What follows belongs to an exercise in optimizing a design on an open flow for small area, a short achievable clock period and few clock cycles; a production flow would make more cautious choices.
Function was checked by simulation only, so behaviour that the tests miss may differ from the original.
No activity file was given, so power comes from the tool's default toggle rates.

==> design/flow/design.v <==
module mbxrc (
    input  wire        clk,
    input  wire        rst,         
    input  wire        side_fw,     
    input  wire        req_valid,
    input  wire        req_we,
    input  wire [7:0]  req_addr,
    input  wire [31:0] req_wdata,
    output reg         req_ready,
    output reg  [31:0] req_rdata,
    output reg         mem_valid,
    output reg         mem_we,
    output reg  [6:0]  mem_addr,
    output reg  [31:0] mem_wdata,
    input  wire        mem_ready,
    input  wire [31:0] mem_rdata,
    output reg         diag_valid,
    output reg  [31:0] diag_data
);
    localparam [31:0] MAGIC_VALID = 32'hC0DE600D;
    localparam [31:0] MAGIC_TOMB  = 32'hC0DEDEAD;
    localparam [3:0] ST_OK = 4'd0, ST_NONE = 4'd1, ST_EINVARG = 4'd2, ST_ENOSPC = 4'd3,
                     ST_EINVAL = 4'd4, ST_ERES = 4'd5, ST_ETIMEOUT = 4'd6,
                     ST_EILLEGAL = 4'd7, ST_ESTATE = 4'd8, ST_EFAULT = 4'd9;
    localparam [4:0] O_TOPHYS = 5'b00_001, O_WRMSG = 5'b00_010, O_RDMSG = 5'b00_011,
                     O_WRCMD  = 5'b00_100, O_RDCMD = 5'b00_101,
                     O_PUT    = 5'b01_000, O_GET   = 5'b01_001, O_PEEK  = 5'b01_010,
                     O_REF    = 5'b01_011, O_GETC  = 5'b01_100, O_CLEAR = 5'b01_101,
                     O_DUMP   = 5'b01_110,
                     O_OPEN   = 5'b10_000, O_ATTACH = 5'b10_001, O_CLOSE = 5'b10_010,
                     O_SIGRD  = 5'b10_011, O_SIGWR  = 5'b10_100, O_WAIT  = 5'b10_101;
    localparam [4:0] S_IDLE = 5'd0,  S_ERR  = 5'd1,  S_ONE  = 5'd2,  S_RC   = 5'd3,
                     S_RW   = 5'd4,  S_PCHK = 5'd5,  S_XF   = 5'd6,  S_PPUB = 5'd7,
                     S_F0   = 5'd8,  S_F3   = 5'd9,  S_F4   = 5'd10, S_F1   = 5'd11,
                     S_F2   = 5'd12, S_GWR  = 5'd13, S_TOMB = 5'd14, S_FIN  = 5'd15,
                     S_D1   = 5'd16, S_D2   = 5'd17, S_D3   = 5'd18, S_D4   = 5'd19,
                     S_D5   = 5'd20, S_OPEN = 5'd21, S_ATT  = 5'd22, S_SIG  = 5'd23,
                     S_W0   = 5'd24, S_W    = 5'd25;
    reg [4:0]  st;
    reg [4:0]  o;
    reg [1:0]  ch;
    reg        tbf, idx, ph;
    reg [3:0]  estat;
    reg        eflag;
    reg [3:0]  k;
    reg [2:0]  n, nt;
    reg        fE, fS, fM, fV, fT, f32, nospc, match, aerr;
    reg [31:0] pos, wcr;
    reg [3:0]  status;
    reg [31:0] arg0, arg1, res0, res1, clen;
    reg [31:0] m0, m1, m2, m3, m4, m5;
    reg [31:0] cw0, cw1, cw2, cw3, cw4, cw5, cw6, cw7;
    reg        opened;
    reg [2:0]  lc0, lc1, lc2, lc3;       
    reg [6:0]  so1, so2, so3;            
    wire [31:0] w    = req_wdata;
    wire [7:0]  wopc = w[31:24];
    wire [4:0]  wo   = {wopc[5:4], wopc[2:0]};
    reg wmatch, wuch;
    always @(*) begin
        wmatch = 1'b0;
        wuch   = 1'b0;
        case (wopc)
            8'h01, 8'h20, 8'h21, 8'h22, 8'h25: wmatch = (w[23:0] == 24'd0);
            8'h02, 8'h03, 8'h04, 8'h05, 8'h11, 8'h12, 8'h16: begin
                wmatch = (w[15:0] == 16'd0); wuch = 1'b1;
            end
            8'h10: begin wmatch = (w[15:11] == 5'd0) && (w[7:0] == 8'd0); wuch = 1'b1; end
            8'h13: begin wmatch = (w[15:12] == 4'd0) && (w[10:0] == 11'd0); wuch = 1'b1; end
            8'h14, 8'h15: begin wmatch = (w[15:9] == 7'd0) && (w[7:0] == 8'd0); wuch = 1'b1; end
            8'h23, 8'h24: wmatch = (w[23:17] == 7'd0) && (w[15:0] == 16'd0);
            default: ;
        endcase
    end
    wire wprod = (w[17] == side_fw);
    wire wcodec = (wo == O_WRMSG) || (wo == O_RDMSG) || (wo == O_WRCMD) || (wo == O_RDCMD);
    reg [3:0] westat;
    reg       weflag;
    always @(*) begin
        weflag = 1'b1;
        westat = ST_OK;
        if (!wmatch || (wuch && (w[23:18] != 6'd0)))
            westat = ST_EILLEGAL;
        else if (wuch && !opened)
            westat = ST_ESTATE;
        else if (((wo == O_PUT) || (wo == O_WRMSG) || (wo == O_WRCMD)) && !wprod)
            westat = ST_ESTATE;
        else if (((wo == O_GET) || (wo == O_CLEAR)) && wprod)
            westat = ST_ESTATE;
        else if ((wo == O_PUT) && (!w[8] || !w[9] || (clen != 32'd32)))
            westat = ST_EINVARG;
        else if (((wo == O_GETC) || (wo == O_CLEAR)) && !w[8])
            westat = ST_EINVARG;
        else if (wcodec && (arg0[1:0] != 2'd0))
            westat = ST_EFAULT;
        else if ((wo == O_GETC) && (m4[1:0] != 2'd0))
            westat = ST_EFAULT;
        else if ((wo == O_CLEAR) && (m5[1:0] != 2'd0))
            westat = ST_EFAULT;
        else
            weflag = 1'b0;
    end
    wire wrcsel = !((wo == O_PUT) || ((wo == O_REF) && w[11]));
    wire [2:0] wch1 = {1'b0, w[17:16]} + 3'd1;
    reg [2:0] clc;
    reg [6:0] cso;
    always @(*) begin
        case (ch)
            2'd0: begin clc = lc0; cso = 7'd18; end
            2'd1: begin clc = lc1; cso = so1;   end
            2'd2: begin clc = lc2; cso = so2;   end
            default: begin clc = lc3; cso = so3; end
        endcase
    end
    wire [5:0] cmask = ~(6'h3F << clc);            
    wire [8:0] clen9 = 9'd4 << clc;                
    reg  [2:0] wmax;                               
    always @(*) begin
        case (clc)
            3'd4: wmax = 3'd2;
            3'd5: wmax = 3'd3;
            3'd6: wmax = 3'd5;
            default: wmax = 3'd1;
        endcase
    end
    wire is_put   = (o == O_PUT);
    wire is_get   = (o == O_GET);
    wire is_clear = (o == O_CLEAR);
    wire is_dump  = (o == O_DUMP);
    wire is_rcv   = (o == O_GET) || (o == O_PEEK) || (o == O_REF);
    wire xf_wr    = (o == O_WRMSG) || (o == O_WRCMD) || is_put;
    wire xf_m     = (o == O_WRMSG) || (o == O_RDMSG) || (is_put && !ph);
    wire xf_last  = xf_m ? (k[2:0] == 3'd5) : (k[2:0] == 3'd7);
    wire [31:0] dd   = wcr - pos;
    wire        dE   = (wcr == pos);
    wire        dz5  = (dd[31:5] == 27'd0);
    wire        dS   = dz5 && (dd[4:0] < 5'd24);
    wire [7:0] cc0l  = pos[7:0] + 8'd24;
    wire [8:0] remv  = clen9 - {1'b0, cc0l & {cmask, 2'b11}};
    wire [5:0] delta = (remv < 9'd32) ? (6'd24 + remv[5:0]) : 6'd24;
    wire [6:0] need  = {1'b0, delta} + 7'd32;
    wire [10:0] wlo  = {1'b0, dd[9:0]} + {2'b00, clen9};
    wire        whi0 = wlo[10] ? (dd[31:10] == 22'h3FFFFF) : (dd[31:10] == 22'd0);
    wire        cnospc = whi0 && (wlo[9:7] == 3'd0) && (wlo[6:0] < need);
    reg  [1:0]  xs;       
    reg  [2:0]  ys;       
    reg  [1:0]  mks;      
    reg  [9:0]  smv;
    reg  [31:0] ax, ay, amk;
    always @(*) begin
        case (xs)
            2'd0: ax = mem_rdata;
            2'd1: ax = m4;
            2'd2: ax = pos;
            default: ax = arg0;
        endcase
        case (ys)
            3'd0: ay = 32'd0;
            3'd1: ay = 32'd1;
            3'd2: ay = 32'd24;
            3'd3: ay = 32'd32;
            3'd4: ay = 32'hFFFFFFFF;
            3'd5: ay = m3;
            default: ay = {26'd0, delta};
        endcase
        case (mks)
            2'd0: amk = 32'hFFFFFFFF;
            2'd1: amk = arg1;
            default: amk = 32'd0;
        endcase
    end
    wire [31:0] ab = ((ax + ay) & amk) | {22'd0, smv};
    wire [7:0] aoff  = (k[3:1] == 3'd0) ? 8'd18 : pos[7:0];        
    wire       ao_ok = (mem_rdata[31:10] == 22'd0) && (mem_rdata[9:0] == {aoff, 2'b00});
    wire [6:0] al    = mem_rdata[8:2];
    wire       al_1h = (al != 7'd0) && ((al & (al - 7'd1)) == 7'd0);
    wire [8:0] anext = {1'b0, aoff} + {2'b00, al};
    wire       al_ok = (mem_rdata[31:9] == 23'd0) && (mem_rdata[1:0] == 2'd0) && al_1h &&
                       (anext <= 9'd128);
    reg  [2:0] acode;
    always @(*) begin
        case (1'b1)
            al[6]: acode = 3'd6;
            al[5]: acode = 3'd5;
            al[4]: acode = 3'd4;
            al[3]: acode = 3'd3;
            al[2]: acode = 3'd2;
            al[1]: acode = 3'd1;
            default: acode = 3'd0;
        endcase
    end
    wire       astep_ok = k[0] ? al_ok : ao_ok;
    reg [31:0] apack;
    always @(*) begin
        apack = pos;
        apack[7:0] = anext[7:0];
        case (k[2:1])
            2'd0: begin apack[10:8]  = acode; apack[23:17] = anext[6:0]; end
            2'd1: begin apack[13:11] = acode; apack[30:24] = anext[6:0]; end
            default: apack[16:14] = acode;
        endcase
    end
    reg  [31:0] fbase;
    reg  [1:0]  bs;       
    always @(*) begin
        case (bs)
            2'd0: fbase = pos;
            2'd1: fbase = arg0;
            2'd2: fbase = m4;
            default: fbase = m5;
        endcase
    end
    wire [5:0] fidx  = fbase[7:2] + {3'd0, ka[2:0]};
    wire [6:0] faddr = cso + {1'b0, fidx & cmask};
    wire [2:0] ch1   = {1'b0, ch} + 3'd1;
    reg        done;          
    reg [3:0]  fstat;         
    reg [1:0]  as;            
    reg        rcsel;
    reg [6:0]  oaddr;
    reg [3:0]  wds;           
    reg        wait_hs;       
    reg [3:0]  ka;            
    always @(*) begin
        mem_valid = 1'b0;
        mem_we    = 1'b0;
        as        = 2'd0;
        bs        = 2'd0;
        rcsel     = 1'b1;
        oaddr     = 7'd0;
        wds       = 4'd0;
        done      = 1'b0;
        wait_hs   = 1'b0;
        ka        = k;
        fstat     = ST_OK;
        diag_valid = 1'b0;
        diag_data  = mem_rdata;
        case (st)
            S_IDLE: begin
                mem_valid = 1'b1;
                as        = 2'd1;
            end
            S_ERR: begin
                done  = 1'b1;
                fstat = estat;
            end
            S_ONE: done = 1'b1;
            S_RC: begin
                mem_valid = 1'b1; as = 2'd1; rcsel = !is_put;
            end
            S_RW: begin
                mem_valid = 1'b1; as = 2'd1; rcsel = is_put;
            end
            S_PCHK: ;
            S_XF: begin
                bs = ((o == O_GETC) || (is_put && ph)) ? 2'd2 : (is_put ? 2'd0 : 2'd1);
                if (is_put && !ph && (k == 4'd0) && (nospc || (pos[1:0] != 2'd0))) begin
                    done  = 1'b1;
                    fstat = nospc ? ST_ENOSPC : ST_EFAULT;
                end else begin
                    mem_valid = 1'b1;
                    mem_we    = xf_wr;
                    wds       = xf_m ? 4'd0 : 4'd1;
                    if (xf_last && !is_put) begin
                        done = 1'b1; wait_hs = 1'b1;
                    end
                end
            end
            S_PPUB: begin
                mem_valid = 1'b1; mem_we = 1'b1; as = 2'd1; rcsel = 1'b0; wds = 4'd2;
                done = 1'b1; wait_hs = 1'b1;
            end
            S_F0: begin
                mem_valid = 1'b1; ka = 4'd0;
            end
            S_F3: begin
                if (fE || fS || fM || (is_rcv && !fV) || (is_dump && !fV && !fT) ||
                    (is_clear && !fT)) begin
                    done = 1'b1;
                    if (fE)      fstat = is_rcv ? ST_NONE : ST_OK;
                    else if (fS) fstat = ST_ERES;
                    else if (fM) fstat = ST_EFAULT;
                    else         fstat = is_clear ? ST_OK : ST_EINVAL;
                    if (is_clear) begin
                        mem_valid = 1'b1; mem_we = 1'b1; as = 2'd1; wds = 4'd3;
                        wait_hs = 1'b1;
                    end
                end else begin
                    mem_valid = 1'b1; ka = 4'd3;
                end
            end
            S_F4: begin
                if (!f32) begin
                    done  = 1'b1;
                    fstat = ST_ERES;
                    if (is_clear) begin
                        mem_valid = 1'b1; mem_we = 1'b1; as = 2'd1; wds = 4'd3;
                        wait_hs = 1'b1;
                    end
                end else if (is_dump && fV) begin
                    diag_valid = 1'b1;
                    diag_data  = MAGIC_VALID;
                end else begin
                    mem_valid = 1'b1; ka = 4'd4;
                end
            end
            S_F1: begin
                mem_valid = 1'b1; ka = 4'd1;
            end
            S_F2: begin
                mem_valid = 1'b1; ka = 4'd2;
                if (!is_get) begin
                    done = 1'b1; wait_hs = 1'b1;
                end
            end
            S_GWR: begin
                mem_valid = 1'b1; mem_we = 1'b1; as = 2'd1; wds = 4'd2;
                done = 1'b1; wait_hs = 1'b1;
            end
            S_TOMB: begin
                mem_valid = 1'b1; mem_we = 1'b1; bs = 2'd3; wds = 4'd4; ka = 4'd0;
            end
            S_FIN: begin
                done  = 1'b1;
                fstat = ST_ERES;
                if (is_clear) begin
                    mem_valid = 1'b1; mem_we = 1'b1; as = 2'd1; wds = 4'd3;
                    wait_hs = 1'b1;
                end
            end
            S_D1: begin
                mem_valid = 1'b1; ka = 4'd1;
                diag_valid = mem_ready;
            end
            S_D2: begin
                mem_valid = 1'b1; ka = 4'd2;
                diag_valid = mem_ready;
            end
            S_D3: begin
                diag_valid = 1'b1;
                diag_data  = 32'd32;
            end
            S_D4: begin
                mem_valid = 1'b1; ka = 4'd4;
                diag_valid = mem_ready;
            end
            S_D5: begin
                mem_valid = 1'b1; ka = 4'd4;
                diag_valid = mem_ready;
                diag_data  = pos;
            end
            S_OPEN: begin
                mem_valid = 1'b1; mem_we = 1'b1; as = 2'd2; oaddr = 7'd2 + {3'd0, k};
                wds = 4'd5;
                if (k == 4'd15) begin
                    done = 1'b1; wait_hs = 1'b1;
                end
            end
            S_ATT: begin
                mem_valid = 1'b1; as = 2'd2;
                oaddr = 7'd2 + {2'd0, k[2:1], 2'b00} + {6'd0, k[0]};
                if (k == 4'd7) begin
                    done = 1'b1; wait_hs = 1'b1;
                    fstat = (aerr || !al_ok) ? ST_ERES : ST_OK;
                end
            end
            S_SIG: begin
                mem_valid = 1'b1; mem_we = (o == O_SIGWR); as = 2'd2; oaddr = {6'd0, idx};
                wds = 4'd6;
                done = 1'b1; wait_hs = 1'b1;
            end
            S_W0: ;
            S_W: begin
                if (match) begin
                    done = 1'b1;
                end else if (pos == arg1) begin
                    done = 1'b1; fstat = ST_ETIMEOUT;
                end else begin
                    mem_valid = 1'b1; as = 2'd2; oaddr = 7'd0;
                end
            end
            default: ;
        endcase
        if (st == S_IDLE)
            mem_addr = {2'b00, wch1, 1'b0, wrcsel};
        else if (as == 2'd0)
            mem_addr = faddr;
        else if (as == 2'd1)
            mem_addr = {2'b00, ch1, 1'b0, rcsel};
        else
            mem_addr = oaddr;
    end
    reg [31:0] mwk, cwk, opd;
    always @(*) begin
        case (k[2:0])
            3'd0: mwk = m0;
            3'd1: mwk = m1;
            3'd2: mwk = m2;
            3'd3: mwk = m3;
            3'd4: mwk = m4;
            default: mwk = m5;
        endcase
        case (k[2:0])
            3'd0: cwk = cw0;
            3'd1: cwk = cw1;
            3'd2: cwk = cw2;
            3'd3: cwk = cw3;
            3'd4: cwk = cw4;
            3'd5: cwk = cw5;
            3'd6: cwk = cw6;
            default: cwk = cw7;
        endcase
        case (k[1:0])
            2'd0: case (k[3:2])
                      2'd0: opd = 32'h48;
                      2'd1: opd = 32'h88;
                      2'd2: opd = 32'h108;
                      default: opd = 32'h148;
                  endcase
            2'd1: opd = k[2] ? 32'd128 : 32'd64;
            default: opd = 32'd0;
        endcase
        case (wds)
            4'd0: mem_wdata = mwk;
            4'd1: mem_wdata = cwk;
            4'd2: mem_wdata = res0;
            4'd3: mem_wdata = pos;
            4'd4: mem_wdata = MAGIC_TOMB;
            4'd5: mem_wdata = opd;
            default: mem_wdata = arg0;
        endcase
    end
    wire hs      = mem_valid && mem_ready;
    wire fin     = done && (!wait_hs || mem_ready);
    wire opw_pres = req_we && (req_addr == 8'd0);
    wire op_start = (st == S_IDLE) && req_valid && opw_pres;
    wire reg_wr   = (st == S_IDLE) && req_valid && req_we;
    always @(*) begin
        if (st == S_IDLE)
            req_ready = !opw_pres;
        else
            req_ready = fin;
    end
    always @(*) begin
        case (req_addr)
            8'd1:  req_rdata = {28'd0, status};
            8'd2:  req_rdata = arg0;
            8'd3:  req_rdata = arg1;
            8'd4:  req_rdata = res0;
            8'd5:  req_rdata = res1;
            8'd6:  req_rdata = clen;
            8'd8:  req_rdata = m0;
            8'd9:  req_rdata = m1;
            8'd10: req_rdata = m2;
            8'd11: req_rdata = m3;
            8'd12: req_rdata = m4;
            8'd13: req_rdata = m5;
            8'd16: req_rdata = cw0;
            8'd17: req_rdata = cw1;
            8'd18: req_rdata = cw2;
            8'd19: req_rdata = cw3;
            8'd20: req_rdata = cw4;
            8'd21: req_rdata = cw5;
            8'd22: req_rdata = cw6;
            8'd23: req_rdata = cw7;
            default: req_rdata = 32'd0;
        endcase
    end
    reg [31:0] wb;        
    reg        wb_ab;
    reg        we_m0, we_m1, we_m2, we_m3, we_m4, we_m5, m5_ab, set_v;
    reg        we_cw0, we_cw1, we_cw2, we_cw3, we_cw4, we_cw5, we_cw6, we_cw7;
    reg        we_a0, we_a1, we_cl, set_cl, we_r0, we_r1, r1_cnt, we_pos, we_wcr;
    reg [2:0]  r1v;
    always @(*) begin
        xs = 2'd0; ys = 3'd0; mks = 2'd0; smv = 10'd0;
        wb_ab = 1'b0;
        we_m0 = 1'b0; we_m1 = 1'b0; we_m2 = 1'b0; we_m3 = 1'b0; we_m4 = 1'b0; we_m5 = 1'b0;
        m5_ab = 1'b0; set_v = 1'b0;
        we_cw0 = 1'b0; we_cw1 = 1'b0; we_cw2 = 1'b0; we_cw3 = 1'b0;
        we_cw4 = 1'b0; we_cw5 = 1'b0; we_cw6 = 1'b0; we_cw7 = 1'b0;
        we_a0 = 1'b0; we_a1 = 1'b0; we_cl = 1'b0; set_cl = 1'b0;
        we_r0 = 1'b0; we_r1 = 1'b0; r1_cnt = 1'b0; r1v = n;
        we_pos = 1'b0; we_wcr = 1'b0;
        case (st)
            S_IDLE: begin
                if (op_start) begin
                    if ((wo == O_REF) && w[11]) begin
                        xs = 2'd1; ys = 3'd5; we_pos = 1'b1; we_wcr = mem_ready;
                    end else begin
                        we_pos = mem_ready;
                    end
                end else if (reg_wr) begin
                    case (req_addr)
                        8'd2:  we_a0  = 1'b1;
                        8'd3:  we_a1  = 1'b1;
                        8'd6:  we_cl  = 1'b1;
                        8'd8:  we_m0  = 1'b1;
                        8'd9:  we_m1  = 1'b1;
                        8'd10: we_m2  = 1'b1;
                        8'd11: we_m3  = 1'b1;
                        8'd12: we_m4  = 1'b1;
                        8'd13: we_m5  = 1'b1;
                        8'd16: we_cw0 = 1'b1;
                        8'd17: we_cw1 = 1'b1;
                        8'd18: we_cw2 = 1'b1;
                        8'd19: we_cw3 = 1'b1;
                        8'd20: we_cw4 = 1'b1;
                        8'd21: we_cw5 = 1'b1;
                        8'd22: we_cw6 = 1'b1;
                        8'd23: we_cw7 = 1'b1;
                        default: ;
                    endcase
                end
            end
            S_ONE: begin
                if (o == O_TOPHYS) begin
                    xs = 2'd3; ys = 3'd4; mks = 2'd1; we_r0 = 1'b1;
                end
            end
            S_RC: we_pos = mem_ready;
            S_RW: we_wcr = mem_ready;
            S_PCHK: begin
                xs = 2'd2; ys = 3'd6; wb_ab = 1'b1;
                we_m4 = !cnospc;
                we_r1 = !cnospc && (pos[1:0] == 2'd0);
            end
            S_XF: begin
                if (is_put && !ph && (k == 4'd0)) begin
                    xs = 2'd1; ys = 3'd3; wb_ab = 1'b1;
                    we_cw7 = !nospc && tbf;
                    we_r0  = !nospc && (pos[1:0] == 2'd0);
                end else if (!xf_wr && mem_ready) begin
                    if (xf_m) begin
                        case (k[2:0])
                            3'd0: we_m0 = 1'b1;
                            3'd1: we_m1 = 1'b1;
                            3'd2: we_m2 = 1'b1;
                            3'd3: we_m3 = 1'b1;
                            3'd4: we_m4 = 1'b1;
                            default: we_m5 = 1'b1;
                        endcase
                    end else begin
                        case (k[2:0])
                            3'd0: we_cw0 = 1'b1;
                            3'd1: we_cw1 = 1'b1;
                            3'd2: we_cw2 = 1'b1;
                            3'd3: we_cw3 = 1'b1;
                            3'd4: we_cw4 = 1'b1;
                            3'd5: we_cw5 = 1'b1;
                            3'd6: we_cw6 = 1'b1;
                            default: we_cw7 = 1'b1;
                        endcase
                        if (xf_last) set_cl = 1'b1;
                    end
                end
                if (xf_wr && xf_last && !is_put && mem_ready) begin
                    xs = 2'd3; ys = (o == O_WRMSG) ? 3'd2 : 3'd3; we_r0 = 1'b1;
                end
            end
            S_F3: begin
                if (done && mem_ready && is_clear) begin
                    xs = 2'd2; we_r0 = fE || (!fS && !fM); we_r1 = fE || (!fS && !fM); r1_cnt = 1'b1;
                end
                if (done && is_dump && fE) begin
                    mks = 2'd2; smv = {7'd0, n}; we_r0 = 1'b1;
                    we_r1 = 1'b1; r1_cnt = 1'b1; r1v = nt;
                end
            end
            S_F4: begin
                if (f32 && !(is_dump && fV) && mem_ready) begin
                    if (is_rcv) begin
                        we_m4 = 1'b1; set_v = 1'b1;
                    end else begin
                        xs = 2'd0; ys = 3'd3; we_pos = 1'b1;
                    end
                end
            end
            S_F1: begin
                if (mem_ready) begin
                    we_m1 = 1'b1;
                    xs = 2'd1; ys = 3'd3; we_r0 = 1'b1;       
                end
            end
            S_F2: begin
                if (mem_ready) begin
                    we_m2 = 1'b1;
                    xs = 2'd2; m5_ab = 1'b1;                  
                end
            end
            S_D5: begin
                xs = 2'd0; ys = 3'd3; we_pos = mem_ready;
            end
            S_OPEN: begin
                if (k == 4'd15 && mem_ready) begin
                    mks = 2'd2; smv = 10'h1C8; we_r0 = 1'b1;
                end
            end
            S_ATT: begin
                if (mem_ready) begin
                    if (k == 4'd7) begin
                        mks = 2'd2; smv = {anext[7:0], 2'b00};
                        we_r0 = !aerr && al_ok;
                    end else if (k[0]) begin
                        mks = 2'd2; smv = 10'd0; we_pos = 1'b1;
                    end
                end
            end
            S_SIG: begin
                if (o == O_SIGRD && mem_ready) begin
                    xs = 2'd0; we_r0 = 1'b1;
                end
            end
            S_W0: begin
                mks = 2'd2; we_pos = 1'b1;
            end
            S_W: begin
                if (done) begin
                    xs = 2'd2; we_r0 = 1'b1;
                end else begin
                    xs = 2'd2; ys = 3'd1; we_pos = mem_ready;
                end
            end
            default: ;
        endcase
        if (st == S_IDLE)
            wb = req_wdata;
        else if (wb_ab)
            wb = ab;
        else
            wb = mem_rdata;
    end
    wire [31:0] pos_d = (st == S_ATT) ? apack : ab;
    always @(posedge clk) begin
        if (rst) begin
            st     <= S_IDLE;
            status <= ST_OK;
            arg0   <= 32'd0;
            arg1   <= 32'd0;
            res0   <= 32'd0;
            res1   <= 32'd0;
            clen   <= 32'd0;
            m0 <= 32'd0; m1 <= 32'd0; m2 <= 32'd0; m3 <= 32'd0; m4 <= 32'd0; m5 <= 32'd0;
            cw0 <= 32'd0; cw1 <= 32'd0; cw2 <= 32'd0; cw3 <= 32'd0;
            cw4 <= 32'd0; cw5 <= 32'd0; cw6 <= 32'd0; cw7 <= 32'd0;
            opened <= 1'b0;
        end else begin
            if (we_a0) arg0 <= wb;
            if (we_a1) arg1 <= wb;
            if (we_cl) clen <= wb; else if (set_cl) clen <= 32'd32;
            if (we_m0) m0 <= wb; else if (set_v) m0 <= MAGIC_VALID;
            if (we_m1) m1 <= wb;
            if (we_m2) m2 <= wb;
            if (we_m3) m3 <= wb; else if (set_v) m3 <= 32'd32;
            if (we_m4) m4 <= wb;
            if (we_m5) m5 <= wb; else if (m5_ab) m5 <= ab;
            if (we_cw0) cw0 <= wb;
            if (we_cw1) cw1 <= wb;
            if (we_cw2) cw2 <= wb;
            if (we_cw3) cw3 <= wb;
            if (we_cw4) cw4 <= wb;
            if (we_cw5) cw5 <= wb;
            if (we_cw6) cw6 <= wb;
            if (we_cw7) cw7 <= wb;
            if (we_r0) res0 <= ab;
            if (we_r1) res1 <= r1_cnt ? {29'd0, r1v} : ab;
            if (fin) status <= fstat;
            case (st)
            S_IDLE: if (op_start) begin
                o     <= wo;
                ch    <= w[17:16];
                tbf   <= w[10];
                idx   <= w[16];
                ph    <= 1'b0;
                k     <= 4'd0;
                n     <= 3'd0;
                nt    <= 3'd0;
                match <= 1'b0;
                aerr  <= 1'b0;
                estat <= westat;
                if (weflag)
                    st <= S_ERR;
                else case (wo)
                    O_TOPHYS, O_CLOSE: st <= S_ONE;
                    O_WRMSG, O_RDMSG, O_WRCMD, O_RDCMD, O_GETC: st <= S_XF;
                    O_PUT, O_GET, O_PEEK, O_CLEAR, O_DUMP: st <= mem_ready ? S_RW : S_RC;
                    O_REF: st <= w[11] ? (mem_ready ? S_F0 : S_RW) : (mem_ready ? S_RW : S_RC);
                    O_OPEN: st <= S_OPEN;
                    O_ATTACH: st <= S_ATT;
                    O_SIGRD, O_SIGWR: st <= S_SIG;
                    default: st <= S_W0;
                endcase
            end
            S_ERR: st <= S_IDLE;
            S_ONE: begin
                if (o == O_CLOSE) opened <= 1'b0;
                st <= S_IDLE;
            end
            S_RC: if (mem_ready) st <= S_RW;
            S_RW: if (mem_ready)
                st <= is_put ? S_PCHK : (is_clear ? S_TOMB : S_F0);
            S_PCHK: begin
                nospc <= cnospc;
                st    <= S_XF;
            end
            S_XF: begin
                if (fin)
                    st <= S_IDLE;
                else if (hs) begin
                    if (xf_last) begin
                        k  <= 4'd0;
                        ph <= 1'b1;
                        if (is_put && ph) st <= S_PPUB;
                    end else
                        k <= k + 4'd1;
                end
            end
            S_PPUB: if (fin) st <= S_IDLE;
            S_F0: begin
                fE <= dE;
                fS <= dS;
                fM <= (pos[1:0] != 2'd0);
                fV <= (mem_rdata == MAGIC_VALID);
                fT <= (mem_rdata == MAGIC_TOMB);
                if (mem_ready) st <= S_F3;
            end
            S_F3: begin
                f32 <= (mem_rdata == 32'd32);
                if (done) begin
                    if (fin) st <= S_IDLE;
                end else if (mem_ready)
                    st <= S_F4;
            end
            S_F4: begin
                if (done) begin
                    if (fin) st <= S_IDLE;
                end else if (is_dump && fV)
                    st <= S_D1;
                else if (mem_ready) begin
                    if (is_rcv)
                        st <= S_F1;
                    else begin
                        if (is_dump) nt <= nt + 3'd1; else n <= n + 3'd1;
                        st <= ((n + nt + 3'd1) == wmax) ? S_FIN : S_F0;
                    end
                end
            end
            S_F1: if (mem_ready) st <= S_F2;
            S_F2: if (mem_ready) st <= is_get ? S_GWR : S_IDLE;
            S_GWR: if (mem_ready) st <= S_IDLE;
            S_TOMB: if (mem_ready) st <= S_F0;
            S_FIN: if (fin) st <= S_IDLE;
            S_D1: if (mem_ready) st <= S_D2;
            S_D2: if (mem_ready) st <= S_D3;
            S_D3: st <= S_D4;
            S_D4: if (mem_ready) st <= S_D5;
            S_D5: if (mem_ready) begin
                n  <= n + 3'd1;
                st <= ((n + nt + 3'd1) == wmax) ? S_FIN : S_F0;
            end
            S_OPEN: if (mem_ready) begin
                k <= k + 4'd1;
                if (k == 4'd15) begin
                    lc0 <= 3'd4; lc1 <= 3'd5; lc2 <= 3'd4; lc3 <= 3'd5;
                    so1 <= 7'd34; so2 <= 7'd66; so3 <= 7'd82;
                    opened <= 1'b1;
                    st <= S_IDLE;
                end
            end
            S_ATT: if (mem_ready) begin
                k <= k + 4'd1;
                if (!astep_ok) aerr <= 1'b1;
                if (k == 4'd7) begin
                    if (!aerr && al_ok) begin
                        lc0 <= pos[10:8]; lc1 <= pos[13:11]; lc2 <= pos[16:14]; lc3 <= acode;
                        so1 <= pos[23:17]; so2 <= pos[30:24]; so3 <= pos[6:0];
                        opened <= 1'b1;
                    end
                    st <= S_IDLE;
                end
            end
            S_SIG: if (mem_ready) st <= S_IDLE;
            S_W0: st <= S_W;
            S_W: begin
                if (done)
                    st <= S_IDLE;
                else if (mem_ready)
                    match <= (mem_rdata == arg0);
            end
            default: st <= S_IDLE;
            endcase
            if (we_pos) pos <= pos_d;
            if (we_wcr) wcr <= mem_rdata;
        end
    end
endmodule
==> design/flow/run.sh <==
#!/bin/bash
# synth_recipe.tcl (not shown) runs the flow's synth.tcl, then flattens the netlist and writes it again
# the make line also repeats each setting of config.mk as NAME=value (left out here)
make -C /OpenROAD-flow-scripts/flow DESIGN_CONFIG=/design/flow/config.mk WORK_HOME=/design/flow/orfs CLKGATE_MAP_FILE= SYNTH_SCRIPT=/design/flow/synth_recipe.tcl finish
==> design/flow/config.mk <==
export PLATFORM = sky130hd
export DESIGN_NAME = mbxrc
export DESIGN_NICKNAME = mbxrc
export VERILOG_FILES = /design/flow/design.v
export SDC_FILE = /design/flow/constraint.sdc
export NUM_CORES = 8
export LEC_CHECK = 0
export CAP_MARGIN = 20
export CORE_MARGIN = 2
export CORE_UTILIZATION = 40
export SLEW_MARGIN = 20
==> design/flow/constraint.sdc <==
create_clock -name core_clock -period 10.0 [get_ports {clk}]
set_input_delay 2.0000 -clock core_clock [delete_from_list [all_inputs] [get_ports {clk}]]
set_output_delay 2.0000 -clock core_clock [all_outputs]
set_load 0.01 [all_outputs]
==> out/metrics.csv, run 1 <==
stage,metric,value,unit
route,drt initial violations,9953,
floorplan,core area,116000,um^2
logic_synthesis,Post-synth ARST share,0,
logic_synthesis,"EDFF count, synth",129,
worst_hold_path,Hold Crit Class,reg -> reg,
sta,"Setup violations, final",0,
cells_and_area,"Design Area, Final",53500,um^2
sta,Setup TNS,0,ns
global_route,"Remaining Overflow, GRT",0,
sta,Final period util,0.884,
power_and_ir_drop,Lkg Pwr,19.3,nW
clock_tree,Setup Buffers After CTS,0,
logic_synthesis,mean area per synthesized cell,7.78,um^2
setup_path,worst r2r src,ch[0]$_DFFE_PP_,
floorplan,Die X,346,um
clock_tree,Inserted Clock Buffers,87,
route,via-per-instance ratio,6.90,
clock_tree,sinks on the clock net,747,
clock_tree,TritonCTS clock tree,done,
setup_path,R2R depth,30,
logic_synthesis,Mapped Nets,6233,
setup_path,crit path max fanout,13,
cells_and_area,Layout area overhead,14.2,%
sta,max-slew violations,0,
cells_and_area,fillers,11682,
route,DRT Pass-1 Iters,9,
logic_synthesis,Yosys warning count,1,
cells_and_area,share of cells above drive strength 1,0.0984,
clock_tree,maximum root-to-sink buffer count,3,
floorplan,row count,125,
setup_path,"Data arrival, critical path",9.46,ns
setup_path,Critical Path Most Common Cell,nor2_1,
clock_tree,clk slew on worst S/H paths,0.07,ns
global_route,initial antenna violation count,18,
cells_and_area,Multi-input gate area,28500,um^2
global_route,gr usage total,0.413,
placed_design,DPL Wire Length,183000,um
sta,endpoints failing hold,0,
power_and_ir_drop,VDD IR max,0.117,mV
setup_path,reg-to-reg critical path endpoint,m5[30]$_SDFFE_PP0P_,
floorplan,Die H,346,um
cells_and_area,nets@finish,6192,
logic_synthesis,Netlist cell types,100,
setup_path,Startpoint Class,flop,
route,Post-Route WL,259000,um
sta,Max Clk Rate,0.113,GHz
logic_synthesis,sequential share of the synthesized area,0.347,
logic_synthesis,Synth Register Bits,747,
logic_synthesis,ys flop type,dfxtp_1,
route,DRC viols,0,
sta,worst-margin pin slew,1.29,ns
sta,Setup Skew,0.0325,ns
logic_synthesis,Gate Count Post-Synth,6025,
floorplan,initial core utilization,0.403,
floorplan,IO Count,185,
global_route,vias in the first global route,47186,
setup_path,crit-path max cell delay,0.96,ns
placed_design,final RePlAce weighted congestion,1.05,
flow_run,MaxCap Viol Count,0,
setup_path,CP required,10.62,ns
clock_tree,PostCTS Resize Cnt,0,
sta,Relative slew margins,0.133,
clock_tree,CTS root buf,clkbuf_16,
global_route,first-pass GRT wire length,362000,um
floorplan,die area,120000,um^2
global_route,pin count of the biggest net entering global routing,205,
setup_path,Worst setup EP type,flop,
route,routed via count,52383,
route,drt wl/cell,34.1,um
status,outcome,timing/DRC/antenna clean,
worst_hold_path,hold-critical path endpoint,res1[10]$_SDFFE_PP0P_,
sta,RSZ-0062 raised after global routing,false,
clock_tree,"Clk Latency, worst-skew pair",0.71,ns
clock_tree,H-tree Lvls,3,
worst_hold_path,hold path depth,2,
setup_path,flop2flop setup slack,1.16,ns
setup_path,CP max stage cell,nor2_1,
worst_hold_path,Hold Crit Start,res1[10]$_SDFFE_PP0P_,
placed_design,dpl cell area,50500,um^2
setup_path,Crit Path Class,reg -> reg,
placed_design,PortBufs,184,
route,Antenna Nets Post-Route,0,
clock_tree,CTS Hold Buffers Added,0,
power_and_ir_drop,power density over the cells,174,nW/um^2
cells_and_area,FF/Latch Area,16200,um^2
logic_synthesis,synthesized cell area,46900,um^2
sta,Period minus WS final,8.84,ns
kinds of logic after synthesis:
group	Yosys count	synth area share
adder cells (fa/ha/maj)	130	0.0358
AND/OR/NAND/NOR	2257	0.210
XOR/XNOR	153	0.0286
multiplexers	194	0.0486
flip-flops	747	0.347
AO/OA/AOI/OAI	1899	0.278
buffers and inverters	645	0.0530
area by class of cell:
| class | instances | area share |
|---|---|---|
| clock inverter | 29 | 0.00498 |
| multi-input combinational | 4633 | 0.532 |
| sequential | 747 | 0.304 |
| timing repair buffer | 394 | 0.0647 |
| clock buffer | 134 | 0.0504 |
| inverter | 121 | 0.00849 |
| antenna | 12 | 0.000561 |
| tap | 1524 | 0.0356 |
state kept, by name, summed over array words and instances (netlist names), 32 cells and up:
signal / flops
m1: 32
m2: 32
res0: 32
wcr: 32
cw1: 32
cw2: 32
pos: 32
cw6: 32
cw7: 32
m4: 32
clen: 32
cw4: 32
cw0: 32
res1: 32
arg0: 32
m0: 32
m5: 32
arg1: 32
cw5: 32
m3: 32
cw3: 32
worst max-delay path by stage:
| stage | start | to | slack, ns | cells past startpoint |
|---|---|---|---|---|
| 2_1_floorplan | req_addr[5] | cw2[26]$_SDFFE_PP0P_ | 2.28 | 26 |
| 3_3_place_gp | req_addr[5] | m5[30]$_SDFFE_PP0P_ | 1.12 | 24 |
| 3_5_place_dp | req_addr[5] | m5[30]$_SDFFE_PP0P_ | 1.11 | 24 |
| 4_1_cts | ch[0]$_DFFE_PP_ | m5[30]$_SDFFE_PP0P_ | 1.46 | 30 |
| 5_1_grt | ch[0]$_DFFE_PP_ | clen[26]$_SDFFE_PP0P_ | 0.80 | 31 |
| 6_report | ch[0]$_DFFE_PP_ | m5[30]$_SDFFE_PP0P_ | 1.16 | 30 |
Yosys cell counts (19+ instances only):
cell,count,area [um^2]
a211o_1,31,272
a211oi_1,158,1190
a21o_1,33,248
a21oi_1,545,2730
a221o_1,36,360
a221oi_1,112,981
a222oi_1,111,1110
a22o_1,64,561
a22oi_1,238,1790
a31oi_1,42,263
and2_1,23,144
and3_1,36,225
buf_1,47,176
clkbuf_1,454,1700
dfxtp_1,618,12400
edfxtp_1,129,3870
ha_1,123,1540
inv_1,116,435
mux2_2,107,1200
mux2i_1,70,701
nand2_1,1063,3990
nand2b_1,19,119
nand3_1,144,721
nand4_1,51,319
nor2_1,600,2250
nor2b_1,37,231
nor3_1,100,500
nor4_1,52,325
o211ai_1,63,473
o21a_1,27,203
o21ai_0,251,1260
or3_1,29,181
xnor2_1,67,587
xor2_1,86,753
per-layer routing:
layer	wire, um	part of all wire	vias to the layer above	global-route usage
met5	73	0.00028	-	0
met4	16900	0.065	12	0.217
met3	36300	0.14	865	0.130
met2	105000	0.41	4274	0.597
met1	100000	0.39	25128	0.547
li1	-	-	22104	-
cells in the final DEF, fill, tap and decap left out, drive strengths merged, types with 37 or more instances in the layout:
cell | netlist | final
o211ai | 63 | 63
clkdlybuf4s50 | 0 | 181
edfxtp | 129 | 129
nand2 | 1063 | 1063
nor3 | 103 | 103
inv | 117 | 122
xor2 | 86 | 86
a221oi | 113 | 113
ha | 123 | 123
mux2 | 108 | 108
nand3 | 144 | 144
a222oi | 111 | 111
a211oi | 158 | 158
buf | 70 | 213
mux2i | 70 | 70
nand4 | 51 | 51
clkbuf | 454 | 134
dfxtp | 618 | 618
nor2 | 600 | 600
nor2b | 37 | 37
a22o | 64 | 64
a31oi | 42 | 42
o21ai | 270 | 270
nor4 | 52 | 52
xnor2 | 67 | 67
a21oi | 548 | 548
a22oi | 238 | 238
worst max-delay path: cells and delay by family, from the launching register on:
family / cells / cell delay [ns]
simple gates: 10 / 2.56
fa+ha+maj: 3 / 1.02
mux: 1 / 0.11
buf+inv: 2 / 0.26
flops: 1 / 0.43
compound gates: 14 / 4.36
through the flow:
stage	setup slack, ns	hold WS (ns)	std cells	utilization	total power [W]
6_report	1.16	0.454	7594	0.461	0.00933
5_1_grt	0.801	0.469	7583	0.460	0.00949
4_1_cts	1.46	0.452	7582	0.460	0.00918
3_5_place_dp	1.11	0.444	7419	0.435	0.00586
3_3_place_gp	1.12	0.436	7418	0.435	0.00587
2_1_floorplan	2.28	0.431	6025	-	0.00466
report_power, final:
| group | switching, W | total, W | leakage, nW | internal, W |
|---|---|---|---|---|
| sequential | 0.0000724 | 0.00318 | 6.16 | 0.00311 |
| clock | 0.00145 | 0.00337 | 1.48 | 0.00192 |
| combinational | 0.00206 | 0.00278 | 11.6 | 0.000718 |
| total | 0.00358 | 0.00933 | 19.3 | 0.00575 |
Testbench counts, summed over its fixed seeds: cycles 46,051.
==> inputs of run 2 (changes only) <==
--- a/design/flow/design.v
+++ b/design/flow/design.v
@@ -228,7 +228,7 @@
         bs        = 2'd0;
         rcsel     = 1'b1;
         oaddr     = 7'd0;
-        wds       = 4'd0;
+        wds       = 4'd7;
         done      = 1'b0;
         wait_hs   = 1'b0;
         ka        = k;
@@ -390,25 +390,15 @@
         else
             mem_addr = oaddr;
     end
-    reg [31:0] mwk, cwk, opd;
+    reg [4:0]  ira;
+    reg [31:0] opd;
     always @(*) begin
-        case (k[2:0])
-            3'd0: mwk = m0;
-            3'd1: mwk = m1;
-            3'd2: mwk = m2;
-            3'd3: mwk = m3;
-            3'd4: mwk = m4;
-            default: mwk = m5;
-        endcase
-        case (k[2:0])
-            3'd0: cwk = cw0;
-            3'd1: cwk = cw1;
-            3'd2: cwk = cw2;
-            3'd3: cwk = cw3;
-            3'd4: cwk = cw4;
-            3'd5: cwk = cw5;
-            3'd6: cwk = cw6;
-            default: cwk = cw7;
+        case (wds)
+            4'd0: ira = {2'b01, k[2:0]};
+            4'd1: ira = {2'b10, k[2:0]};
+            4'd2: ira = 5'd4;
+            4'd6: ira = 5'd2;
+            default: ira = 5'd0;
         endcase
         case (k[1:0])
             2'd0: case (k[3:2])
@@ -421,13 +411,10 @@
             default: opd = 32'd0;
         endcase
         case (wds)
-            4'd0: mem_wdata = mwk;
-            4'd1: mem_wdata = cwk;
-            4'd2: mem_wdata = res0;
             4'd3: mem_wdata = pos;
             4'd4: mem_wdata = MAGIC_TOMB;
             4'd5: mem_wdata = opd;
-            default: mem_wdata = arg0;
+            default: mem_wdata = req_rdata;
         endcase
     end
     wire hs      = mem_valid && mem_ready;
@@ -441,8 +428,9 @@
         else
             req_ready = fin;
     end
+    wire [4:0] ra = req_addr[4:0] | ira;
     always @(*) begin
-        case (req_addr)
+        case ({req_addr[7:5], ra})
             8'd1:  req_rdata = {28'd0, status};
             8'd2:  req_rdata = arg0;
             8'd3:  req_rdata = arg1;
@@ -645,9 +633,9 @@
             cw4 <= 32'd0; cw5 <= 32'd0; cw6 <= 32'd0; cw7 <= 32'd0;
             opened <= 1'b0;
         end else begin
-            if (we_a0) arg0 <= wb;
-            if (we_a1) arg1 <= wb;
-            if (we_cl) clen <= wb; else if (set_cl) clen <= 32'd32;
+            if (we_a0) arg0 <= req_wdata;
+            if (we_a1) arg1 <= req_wdata;
+            if (we_cl) clen <= req_wdata; else if (set_cl) clen <= 32'd32;
             if (we_m0) m0 <= wb; else if (set_v) m0 <= MAGIC_VALID;
             if (we_m1) m1 <= wb;
             if (we_m2) m2 <= wb;
==> out/metrics.csv, run 2 <==
stage,metric,value,unit,change
status,outcome,timing/DRC/antenna clean,,
floorplan,Die X,337,um,-2.7%
sta,Period minus WS final,9.25,ns,+0.406 ns
route,met1 wire length,93200,um,-6.8%
route,Post-Route WL,239000,um,-7.4%
global_route,first-pass GRT wire length,333000,um,-8.2%
logic_synthesis,"EDFF count, synth",129,,unchanged
cells_and_area,Layout area overhead,15.8,%,
logic_synthesis,sequential share of the synthesized area,0.367,,+0.0201
clock_tree,"Clk Latency, worst-skew pair",0.69,ns,-0.02 ns
logic_synthesis,Post-synth ARST share,0,,unchanged
cells_and_area,most frequent cells in the layout,"977 x nand2_1, 618 x dfxtp_1, 557 x a21oi_1, 479 x nor2_1, 217 x buf_4",,
route,via-per-instance ratio,6.66,,-3.4%
setup_path,"Data arrival, critical path",7.25,ns,-2.21 ns
route,drt wl/cell,33.3,um,-2.3%
floorplan,initial core utilization,0.402,,-0.00135
logic_synthesis,Synth area leaders,"dfxtp_1 28%, edfxtp_1 8.7%, nand2_1 8.3%",,
logic_synthesis,Netlist cell types,110,,+10%
logic_synthesis,cell with the most instances after synthesis,nand2_1,,
route,DRC viols,0,,unchanged
route,Antenna Nets Post-Route,0,,unchanged
setup_path,Startpoint Class,flop,,
floorplan,row count,122,,-2.4%
cells_and_area,"commonest non-fill, non-tap cell in the layout",nand2_1,,
worst_hold_path,Hold Crit Class,reg -> reg,,
logic_synthesis,Mapped Nets,5813,,-6.7%
clock_tree,sinks on the clock net,747,,unchanged
route,drt initial violations,8883,,-11%
power_and_ir_drop,"Power, Total",0.00957,W,+2.5%
power_and_ir_drop,power density over the cells,186,nW/um^2,+6.9%
worst_hold_path,hold path depth,2,,unchanged
sta,Relative slew margins,0.163,,+0.0306
clock_tree,H-tree Lvls,3,,unchanged
setup_path,worst r2r src,ch[0]$_DFFE_PP_,,
global_route,initial antenna violation count,6,,-12
clock_tree,CTS Hold Buffers Added,0,,unchanged
global_route,pin count of the biggest net entering global routing,215,,+4.9%
route,routed via count,47945,,-8.5%
floorplan,core area,110000,um^2,-5.2%
logic_synthesis,Yosys top cell by area,dfxtp_1,,
route,Top Layer Used,met5,,
sta,endpoints failing hold,0,,unchanged
logic_synthesis,commonest cells in the netlist,"980 x nand2_1, 618 x dfxtp_1, 561 x a21oi_1",,
sta,"Setup violations, final",0,,unchanged
setup_path,flop2flop setup slack,1.43,ns,+0.27 ns
placed_design,DPL Wire Length,172000,um,-5.6%
logic_synthesis,Synth Register Bits,747,,unchanged
clock_tree,PostCTS Resize Cnt,0,,unchanged
logic_synthesis,synthesized cell area,44300,um^2,-5.5%
sta,Max Clk Rate,0.108,GHz,-4.4%
logic_synthesis,Yosys warning count,1,,unchanged
logic_synthesis,Gate Count Post-Synth,5605,,-7.0%
clock_tree,CTS root buf,clkbuf_16,,
cells_and_area,fillers,11020,,-5.7%
power_and_ir_drop,Lkg Pwr,18.9,nW,-1.7%
setup_path,CP required,8.00,ns,-2.62 ns
setup_path,R2R depth,26,,-13%
floorplan,IO Count,185,,unchanged
cells_and_area,share of cells above drive strength 1,0.0887,,-0.00970
setup_path,Worst setup EP type,output port,,
worst_hold_path,hold-critical path endpoint,cw4[13]$_SDFFE_PP0P_,,
route,metal3 WL,32300,um,-11%
route,wire length on met2,98000,um,-7.0%
sta,worst-margin pin slew,1.25,ns,-0.0379 ns
placed_design,PortBufs,184,,unchanged
clock_tree,maximum root-to-sink buffer count,3,,unchanged
placed_design,final RePlAce weighted congestion,1.04,,-0.72%
flow_run,MaxCap Viol Count,0,,unchanged
cells_and_area,nets@finish,5846,,-5.6%
sta,Final period util,0.925,,+0.0406
clock_tree,Inserted Clock Buffers,85,,-2.3%
logic_synthesis,mean area per synthesized cell,7.90,um^2,+1.6%
sta,Setup Skew,0.0463,ns,+0.0138 ns
logic_synthesis,ys flop type,dfxtp_1,,
floorplan,die area,113000,um^2,-5.4%
clock_tree,clk slew on worst S/H paths,0.06,ns,about the same
global_route,vias in the first global route,43186,,-8.5%
global_route,gr usage total,0.407,,-0.00533
sta,RSZ-0062 raised after global routing,false,,
worst_hold_path,Hold Crit Start,cw4[13]$_SDFFE_PP0P_,,
sta,max-slew violations,0,,unchanged
route,DRT Pass-1 Iters,10,,+1
clock_tree,TritonCTS clock tree,done,,
sta,Setup TNS,0,ns,unchanged
clock_tree,Setup Buffers After CTS,0,,unchanged
logic_synthesis,Synth top area share,0.279,,+0.0153
global_route,"Remaining Overflow, GRT",0,,unchanged
setup_path,crit path max fanout,18,,+5
power_and_ir_drop,VDD IR max,0.145,mV,+24%
setup_path,reg-to-reg critical path endpoint,m5[18]$_SDFFE_PP0P_,,
floorplan,Die H,337,um,-2.7%
setup_path,Crit Path Class,reg -> out,,
-- run 2: cell types whose count changed in the layout (fill, tap and decap cells not counted), sizes merged, moves of 65 or more --
cell    delta
nor2     -103
mux2      -93
a221oi    -86
o21ai    -106
a22oi     -65
nand2     -80
-- run 2: cells by family (layout without fill, tap and decap cells) --
group           after synthesis  in the layout  synth area share
mux                         147            147            0.0342
xor+xnor                    154            154            0.0305
flops                       747            747             0.367
other cells                   0              3                 0
buf+inv                     583            684            0.0522
fa+ha+maj                   130            130            0.0379
simple gates               2162           2162             0.220
compound gates             1682           1682             0.258
-- run 2: layer usage --
| layer | global-route usage | vias up |
|---|---|---|
| met5 | 0 | - |
| met4 | 0.219 | 4 |
| met3 | 0.105 | 711 |
| met2 | 0.592 | 3762 |
| met1 | 0.550 | 22978 |
| li1 | - | 20490 |
-- run 2: worst max-delay path by stage --
| stage | startpoint | to | slack (ns) | depth (start not counted) |
|---|---|---|---|---|
| 6_report | k[1]$_DFFE_PP_ | mem_wdata[7] | 0.75 | 14 |
| 5_1_grt | st[2]$_SDFFE_PP0P_ | mem_addr[4] | 0.78 | 19 |
| 4_1_cts | k[1]$_DFFE_PP_ | mem_wdata[7] | 1.11 | 14 |
| 3_5_place_dp | req_addr[4] | mem_wdata[13] | 1.23 | 14 |
| 3_3_place_gp | req_addr[4] | mem_wdata[17] | 0.87 | 13 |
| 2_1_floorplan | mem_ready | cw0[18]$_SDFFE_PP0P_ | 2.89 | 23 |
-- run 2: through the flow --
stage / setup slack [ns] / util / area, um^2 / instances / hold WS [ns]
2_1_floorplan: 2.89 / - / 44300 / 5605 / 0.427
3_3_place_gp: 0.868 / 0.437 / 48200 / 7038 / 0.433
3_5_place_dp: 1.23 / 0.438 / 48200 / 7039 / 0.443
4_1_cts: 1.11 / 0.465 / 51300 / 7194 / 0.450
5_1_grt: 0.784 / 0.465 / 51300 / 7195 / 0.467
6_report: 0.752 / 0.466 / 51300 / 7197 / 0.448
-- run 2: critical path, cell delays in order, from the launching register on --
cell and delay [ns]:
edfxtp_1 0.62, inv_1 0.33, ha_1 0.50, nand3b_1 0.17, nor3_1 0.28, nand3_1 0.20, and3_1 0.49, a21oi_4 0.77
buf_4 0.42, nor2_2 0.27, a211oi_1 0.77, nand4_1 0.20, or3_1 0.50, a221o_1 0.47, clkdlybuf4s50_1 0.52
-- run 2: final cells by class --
cell class | instances | area [um^2] | share of cell area
multi-input cells | 4275 | 26200 | 0.510
well taps | 1488 | 1860 | 0.0363
flip-flops and latches | 747 | 16200 | 0.317
inverters | 126 | 474 | 0.00924
repair buffers | 403 | 3500 | 0.0682
clock buffers | 127 | 2670 | 0.0520
clock inverters | 28 | 394 | 0.00768
diodes | 3 | 7.51 | 0.000146
-- run 2: power by group --
| group | internal (W) | switching [W] | leakage, nW |
|---|---|---|---|
| logic | 0.000834 | 0.00205 | 11.2 |
| clock network | 0.00202 | 0.00142 | 1.52 |
| registers | 0.00314 | 0.0000968 | 6.18 |
Testbench counts of run 2, summed over its fixed seeds: cycles 46,051.

afterwards: timing with drivers on the ports:
The results above use ideal ports. As a check the final layouts listed here were re-extracted and re-timed, cells and wires unchanged. Step 1 (the two cells are an assumption about what drives the block):
set clk [get_ports {clk}]
set_driving_cell -lib_cell sky130_fd_sc_hd__clkbuf_16 $clk
set_driving_cell -lib_cell sky130_fd_sc_hd__buf_2 [delete_from_list [all_inputs] $clk]
Step 2 also shifts input and output timing later by t, the mid clock arrival at the registers, as if the neighbouring blocks saw the same clock. a / b / c = ideal ports / drivers / drivers and shift; a / b = the first two.
run	shift t [ns]	setup slack, ns	hold slack, ns	clock arrival spread, ns	cell pins on the clock port's net
run 1	0.780	1.158 / 1.158 / 0.849	0.454 / 0.454 / 0.454	0.033 / 0.033	1
run 2	0.746	0.752 / 0.674 / 0.945	0.448 / 0.448 / 0.448	0.047 / 0.047	1
After both steps every run listed still meets setup and hold. The setup slack of run 1, which loses most, moves by 0.000 ns with the drivers and by -0.309 ns with both steps.
